Background: an optimization exercise with open tools, aiming at small area, a short achievable clock period and few clock cycles. Do not read the settings as production practice. Where RTL was checked, it was by simulation tests only, not by an equivalence proof against the original. Power and IR drop assume default switching activity.

## oak
## dps_top
module dps_top (
    input  wire       clk,
    input  wire       rst,
    input  wire       in_valid,
    input  wire [7:0] in_data,
    output wire       in_ready,
    input  wire       bus_ok,
    output wire       rsp_valid,
    output wire [7:0] rsp_data,
    input  wire       rsp_ready,
    output wire       spi_cs_n,
    output wire       spi_dc,
    output wire       spi_sclk,
    output wire       spi_mosi,
    output reg        lcd_rst_n,
    output reg  [9:0] bl_duty,
    output reg        bl_pwm,
    output reg        diag,
    output reg  [4:0] faults,
    output reg        idle
);
export LEC_CHECK = 0
export ABC_CLOCK_PERIOD_IN_PS = 2500
export CAP_MARGIN = 20
export CORE_MARGIN = 2
export CORE_UTILIZATION = 60
export CTS_BUF_LIST = sky130_fd_sc_hd__clkbuf_16
export CTS_CLUSTER_DIAMETER = 100
export CTS_CLUSTER_SIZE = 50
export GPL_TIMING_DRIVEN = 1
export PLACE_DENSITY = 0.7
export SLEW_MARGIN = 20
create_clock -name core_clock -period 11.0 [get_ports {clk}]
standard.sh (not shown) runs the stock make flow with config.mk's settings and CLKGATE_MAP_FILE= SYNTH_SCRIPT=/design/flow/synth_recipe.tcl, a recipe that flattens the netlist after the stock synthesis.
==> flow/flow/run.sh <==
#!/bin/bash
# Standard layout; timing repair aims for setup slack of at least MARGIN ns
# at the design's clock period, so that it works on the design's real
# critical paths; ports are buffered with buf_2. Each step's full output
# goes to its own log file here.
set -euo pipefail
MARGIN=7.8
bash standard.sh synth > synth.log 2>&1
bash standard.sh SETUP_SLACK_MARGIN=$MARGIN \
    "BUFFER_PORTS_ARGS=-buffer_cell sky130_fd_sc_hd__buf_2" finish > layout.log 2>&1
Testbench counts of oak, summed over its fixed seeds: cycles 1,014,566.
Inputs modified between oak and pine:
# oak
export LEC_CHECK = 0
export ABC_CLOCK_PERIOD_IN_PS = 2500
export CAP_MARGIN = 20
export CORE_MARGIN = 2
export CORE_UTILIZATION = 60
export CTS_BUF_LIST = sky130_fd_sc_hd__clkbuf_16
export CTS_CLUSTER_DIAMETER = 100
export CTS_CLUSTER_SIZE = 50
export GPL_TIMING_DRIVEN = 1
export PLACE_DENSITY = 0.7
export SLEW_MARGIN = 20
create_clock -name core_clock -period 11.0 [get_ports {clk}]
# pine
export LEC_CHECK = 0
export ABC_CLOCK_PERIOD_IN_PS = 2500
export CAP_MARGIN = 20
export CORE_MARGIN = 2
export CORE_UTILIZATION = 60
export GPL_TIMING_DRIVEN = 1
export PLACE_DENSITY = 0.7
export SLEW_MARGIN = 20
create_clock -name core_clock -period 11.0 [get_ports {clk}]
==> run summary <==
Reported for oak and pine, total grt overflow turned out identical to the last digit. Compared oak against pine; internal reg-to-reg setup slack within noise. Re starting DRC count in detailed routing: no difference whatsoever between oak and pine. oak -> pine: aggregate routed wire length delta 0, exact match. Any difference in arrival time of the worst setup path between oak and pine is small enough to ignore. Comparing pine with oak, the synthesized area came out essentially unchanged.


dps_top, a different RTL version from the one above (not shown whole).
Size: about 160 flip-flops, about 46 I/O pins.
clock: 11.0 ns
lec_check: 0
abc_clock_period_in_ps: 2500
cap_margin: 20
core_margin: 2
core_utilization: 60
gpl_timing_driven: 1
place_density: 0.7
slew_margin: 20
==> flow/flow/run.sh <==
#!/bin/bash
# Standard layout; timing repair aims for setup slack of at least MARGIN ns
# at the design's clock period, so that it works on the design's real
# critical paths. Each step's full output goes to its own log file here.
set -euo pipefail
MARGIN=7.5
bash standard.sh synth > synth.log 2>&1
bash standard.sh SETUP_SLACK_MARGIN=$MARGIN finish > layout.log 2>&1
Next try:
==> flow/run.sh (new file) <==
#!/bin/bash
# synth_recipe.tcl (not shown) runs the flow's synth.tcl, then flattens the netlist and writes it again
# the make line also repeats each setting of config.mk as NAME=value (left out here)
make -C /OpenROAD-flow-scripts/flow DESIGN_CONFIG=/design/flow/config.mk WORK_HOME=/design/flow/orfs CLKGATE_MAP_FILE= SYNTH_SCRIPT=/design/flow/synth_recipe.tcl finish
Settings changed: SETUP_SLACK_MARGIN from default to 5.
removed: flow/flow/run.sh
removed: flow/standard.sh
Outcome: The changed run completed with no timing, DRC or antenna violations. Routed wire length fell by 1.6%. Fmax fell by 15%. Via count fell by 0.58%. Register-to-register slack loses 660 ps. Combinational power rose by about 2%. Total power fell by 2.5%.
No functional check of the RTL was part of any run of this note.

## afterwards: timing with drivers on the ports
The flow's constraints put no driver on any port. The routed layouts listed below were extracted and timed again, unchanged, in two steps. Step 1: set_driving_cell puts a clkbuf_16 on clk and a buf_2 on each other input, an assumption about the parent block. Step 2 times the ports against the registers' clock, not the clock port: input delays grow and output delays shrink by t, the midpoint of the rising clock arrivals with the driver on. Slacks: ideal / step 1 / step 2; pairs: ideal / step 1.
run	t (ns)	setup WS [ns]	hold slack, ns
oak	0.488	7.824 / 7.774 / 7.563	0.437 / 0.437 / 0.437
pine	0.488	7.824 / 7.774 / 7.563	0.437 / 0.437 / 0.437
the first run of note 2	0.481	7.534 / 7.487 / 7.177	0.459 / 0.459 / 0.459
the second run of note 2	0.480	6.917 / 6.917 / 6.917	0.468 / 0.468 / 0.468
After both steps setup and hold are still met in every run listed. The setup slack of the first run of note 2, which loses most, moves by -0.047 ns with the drivers and by -0.357 ns with both steps.
